Source: an optimization exercise on an open RTL-to-GDS flow (aim: small area). Production flows keep margins and buffers that such runs may drop.
In this exercise RTL edits were held to simulation tests only and were not proved equivalent to the original.
Power is estimated from default activity; no workload was simulated.

== xenon ==
## bitw_core
module bitw_core (
    input  wire        clk,
    input  wire        rst,           
    input  wire        cmd_valid,
    output wire        cmd_ready,
    input  wire [2:0]  cmd_op,
    input  wire [7:0]  cmd_n,         
    input  wire [31:0] cmd_arg,       
    input  wire [31:0] cmd_num,       
    input  wire [31:0] cmd_den,       
    output wire        rsp_valid,
    output wire [2:0]  rsp_status,
    output wire [31:0] rsp_val,
    output wire [2:0]  rsp_nbytes,
    output wire [31:0] rsp_bytes
);
==> flow/config.mk <==
export PLATFORM = sky130hd
export DESIGN_NAME = bitw_core
export DESIGN_NICKNAME = bitw_core
export VERILOG_FILES = /design/flow/design.v
export SDC_FILE = /design/flow/constraint.sdc
export NUM_CORES = 4
export LEC_CHECK = 0
export CAP_MARGIN = 20
export CORE_MARGIN = 2
export CORE_UTILIZATION = 60
export SLEW_MARGIN = 20
==> flow/constraint.sdc <==
create_clock -name core_clock -period 8.0 [get_ports {clk}]
set_input_delay 1.6000 -clock core_clock [delete_from_list [all_inputs] [get_ports {clk}]]
set_output_delay 1.6000 -clock core_clock [all_outputs]
set_load 0.01 [all_outputs]
standard.sh (not shown) runs the stock make flow with config.mk's settings and CLKGATE_MAP_FILE= SYNTH_SCRIPT=/design/flow/synth_recipe.tcl, a recipe that flattens the netlist after the stock synthesis.
==> flow/flow/run.sh <==
#!/bin/bash
# The standard layout (standard.sh), changed only in how cells are chosen.
# The design, constraints, floorplan, power grid, placement and routing steps
# are the standard flow's.
#  * Synthesis runs the standard flow's own synthesis script (synth_recipe.tcl), except
#    that Yosys's abc pass gets an area-oriented ABC script (abc_area.script)
#    instead of ORFS's speed script, and ORFS's full-adder extraction is
#    skipped (ADDER_MAP_FILE empty), so ABC maps the adders too.  The
#    registers are those of the standard synthesis.
#  * buffer_ports buffers every input and output port with a buf_1 cell.
#  * Clock tree synthesis gets the options in cts_args: clkbuf_8 buffers and
#    no dummy loads.
# Each tool's output goes to a log file in this folder (synth.log for the
# synthesis, layout.log for the rest) as well as to ORFS's per-step logs.
set -euo pipefail
work=$(pwd)
fl=$work/flow

# synth_recipe.tcl with the abc pass redirected to our ABC script
{
  head -n 1 synth_recipe.tcl
  cat <<TCL
proc abc {args} {
  set i [lsearch -exact \$args -script]
  if {\$i >= 0} { lset args [expr {\$i + 1}] {$fl/abc_area.script} }
  yosys abc {*}\$args
}
TCL
  tail -n +2 synth_recipe.tcl
} > synth_area.tcl

# the standard command, synthesis only, with that script and no adder extraction
sed -E "s#SYNTH_SCRIPT=[^ ]+#SYNTH_SCRIPT=$work/synth_area.tcl#" standard.sh > standard_area.sh
bash standard_area.sh ADDER_MAP_FILE= synth > synth.log 2>&1

# the rest of the standard flow; synthesis is up to date and is not rerun
cts=()
if [[ -f $fl/cts_args ]]; then cts=("CTS_ARGS=$(cat "$fl/cts_args")"); fi
bash standard.sh BUFFER_PORTS_ARGS="-buffer_cell sky130_fd_sc_hd__buf_1" "${cts[@]}" finish > layout.log 2>&1
==> flow/flow/abc_area.script <==
strash
ifraig
dc2
dch -f
amap -m
strash
dch -f
amap -m
topo
stime -c
==> flow/flow/cts_args <==
-sink_clustering_enable -repair_clock_nets -buf_list sky130_fd_sc_hd__clkbuf_8 -dont_use_dummy_load
Both conditions hold for xenon: the flow ran to the end and the final layout passed the timing, DRC and antenna checks.
The inputs of zinc differ from those of xenon as listed below.
Settings: SLEW_MARGIN now 0, was 20; CORE_UTILIZATION now 40, was 60; CAP_MARGIN now 0, was 20.
==> flow/flow/run.sh <==
#!/bin/bash
# The standard layout (standard.sh) with two changes that only affect how
# the cells are chosen:
#  * synthesis is the standard flow's own synthesis script, with Yosys's abc pass given an
#    area-oriented ABC script (abc_area.script) instead of ORFS's speed script;
#  * the port buffers that buffer_ports inserts are buf_1 cells.
# Each tool's output goes to a log file in this folder (and ORFS's own logs).
set -euo pipefail
work=$(pwd)
fl=$work/flow

# synth_recipe.tcl with the abc pass redirected to our ABC script
{
  head -n 1 synth_recipe.tcl
  cat <<TCL
proc abc {args} {
  set i [lsearch -exact \$args -script]
  if {\$i >= 0} { lset args [expr {\$i + 1}] {$fl/abc_area.script} }
  yosys abc {*}\$args
}
TCL
  tail -n +2 synth_recipe.tcl
} > synth_area.tcl

# the standard command, synthesis only, with our synthesis script
sed -E "s#SYNTH_SCRIPT=[^ ]+#SYNTH_SCRIPT=$work/synth_area.tcl#" standard.sh > standard_area.sh
bash standard_area.sh synth > synth.log 2>&1

# the rest of the standard flow; synthesis is up to date and not rerun
bash standard.sh BUFFER_PORTS_ARGS="-buffer_cell sky130_fd_sc_hd__buf_1" finish > layout.log 2>&1
==> flow/flow/abc_area.script <==
strash
&get -n
&fraig -x
&put
scorr
dc2
strash
&get -n
&dch -f
&nf -R 1000
&put
strash
&get -n
&dch -f
&nf -R 1000
&put
topo
stime -c
removed: flow/flow/cts_args
In zinc, the number of clock buffers in the layout came out 1 above the value in xenon.
zinc vs xenon on global-route usage over all layers: zinc is the lower one.
Summary: with xenon as the reference, synthesized instance count in zinc moved down by a little under 10%.
Met2 wire length: zinc vs xenon up 3.0%
diff inputs: zinc => lagoon
Settings: a change of CORE_UTILIZATION from 40 to 65; a change of CAP_MARGIN from 0 to 20; a change of SLEW_MARGIN from 0 to 20.
==> flow/flow/run.sh <==
#!/bin/bash
# The standard layout (standard.sh), changed only in how cells are chosen.
# The design, constraints, floorplan, power grid, placement and routing steps
# are the standard flow's.
#  * Synthesis runs the standard flow's own synthesis script (synth_recipe.tcl), except
#    that Yosys's abc pass gets an area-oriented ABC script (abc_area.script)
#    instead of ORFS's speed script, and ORFS's full-adder extraction is
#    skipped (ADDER_MAP_FILE empty), so ABC maps the adders too.  The
#    registers are those of the standard synthesis.
#  * buffer_ports buffers every input and output port with a buf_1 cell.
#  * Clock tree synthesis gets the options in cts_args: clkbuf_8 buffers and
#    no dummy loads.
# Each tool's output goes to a log file in this folder (synth.log for the
# synthesis, layout.log for the rest) as well as to ORFS's per-step logs.
set -euo pipefail
work=$(pwd)
fl=$work/flow

# synth_recipe.tcl with the abc pass redirected to our ABC script
{
  head -n 1 synth_recipe.tcl
  cat <<TCL
proc abc {args} {
  set i [lsearch -exact \$args -script]
  if {\$i >= 0} { lset args [expr {\$i + 1}] {$fl/abc_area.script} }
  yosys abc {*}\$args
}
TCL
  tail -n +2 synth_recipe.tcl
} > synth_area.tcl

# the standard command, synthesis only, with that script and no adder extraction
sed -E "s#SYNTH_SCRIPT=[^ ]+#SYNTH_SCRIPT=$work/synth_area.tcl#" standard.sh > standard_area.sh
bash standard_area.sh ADDER_MAP_FILE= synth > synth.log 2>&1

# the rest of the standard flow; synthesis is up to date and is not rerun
cts=()
if [[ -f $fl/cts_args ]]; then cts=("CTS_ARGS=$(cat "$fl/cts_args")"); fi
bash standard.sh BUFFER_PORTS_ARGS="-buffer_cell sky130_fd_sc_hd__buf_1" "${cts[@]}" finish > layout.log 2>&1
==> flow/flow/abc_area.script <==
strash
ifraig
dc2
dch -f
amap -m
topo
stime -c
==> flow/flow/cts_args (new file) <==
-sink_clustering_enable -repair_clock_nets -buf_list sky130_fd_sc_hd__clkbuf_8 -dont_use_dummy_load
Results
lagoon: flow completed, timing, DRC and antenna clean. For zinc, the worst setup path startpoint was cmd_op[0], unlike lagoon, where it was cmd_op[2]. Delta (lagoon minus zinc): critical path depth went up by 14; post-route core utilization went up by 27 points; internal portion of total power went down by 14%; post-route total power went down by about 12%.
Setup changes, lagoon to violet
==> flow/flow/run.sh <==
#!/bin/bash
# The standard layout (standard.sh) with two changes that only affect how
# the cells are chosen:
#  * synthesis is the standard flow's own synthesis script, with Yosys's abc pass given an
#    area-oriented ABC script (abc_area.script) instead of ORFS's speed script;
#  * the port buffers that buffer_ports inserts are buf_1 cells.
# Each tool's output goes to a log file in this folder (and ORFS's own logs).
set -euo pipefail
work=$(pwd)
fl=$work/flow

# synth_recipe.tcl with the abc pass redirected to our ABC script
{
  head -n 1 synth_recipe.tcl
  cat <<TCL
proc abc {args} {
  set i [lsearch -exact \$args -script]
  if {\$i >= 0} { lset args [expr {\$i + 1}] {$fl/abc_area.script} }
  yosys abc {*}\$args
}
TCL
  tail -n +2 synth_recipe.tcl
} > synth_area.tcl

# the standard command, synthesis only, with our synthesis script
sed -E "s#SYNTH_SCRIPT=[^ ]+#SYNTH_SCRIPT=$work/synth_area.tcl#" standard.sh > standard_area.sh
bash standard_area.sh synth > synth.log 2>&1

# the rest of the standard flow; synthesis is up to date and not rerun
# clock tree options, if the version gives them (flow/cts_args)
cts=()
if [[ -f $fl/cts_args ]]; then cts=("CTS_ARGS=$(cat "$fl/cts_args")"); fi
bash standard.sh BUFFER_PORTS_ARGS="-buffer_cell sky130_fd_sc_hd__buf_1" "${cts[@]}" finish > layout.log 2>&1
==> flow/flow/abc_area.script <==
strash
&get -n
&fraig -x
&put
scorr
dc2
strash
&get -n
&dch -f
&nf -R 1000
&put
strash
&get -n
&dch -f
&nf -R 1000
&put
topo
stime -c
Vias after detailed routing for violet: about 7% down relative to lagoon
[violet vs lagoon] xor and xnor area share after synthesis: higher in violet
The lower overall power consumption of violet and lagoon is in lagoon.
The run showing the smaller post-synthesis simple-gate area fraction is violet.
Between lagoon and violet, the detail-routed net length per standard cell does not differ in any meaningful way.
Portion of total power attributed to the clock network: violet < lagoon

-- port drivers added, routing unchanged --
In the flow no input, the clock included, has a driving cell. The finished layouts below were timed again as built, in two steps.
Step 1 sets driving cells, clkbuf_16 on the clock port and buf_2 on the other inputs (assumed; they add their load-dependent delay and slew).
Step 2 times the ports against the registers' clock, not the clock port: input delays grow and output delays shrink by t, the midpoint of the rising clock arrivals with the driver on.
a / b / c = ideal ports / drivers / drivers and shift; a / b = the first two.
run	t, ns	setup slack, ns	worst hold slack (ns)	cell pins on the clock port's net
xenon	0.505	0.497 / 0.497 / 0.084	0.433 / 0.433 / 0.433	1
zinc	0.494	0.392 / 0.419 / -0.075	0.426 / 0.426 / 0.426	1
lagoon	0.501	0.657 / 0.666 / 0.165	0.436 / 0.436 / 0.436	1
violet	0.507	0.442 / 0.458 / -0.049	0.428 / 0.428 / 0.428	1
With both steps, setup timing fails in zinc and violet, where it was met with ideal ports. The setup slack of lagoon, which loses most, moves by +0.009 ns with the drivers and by -0.492 ns with both steps.
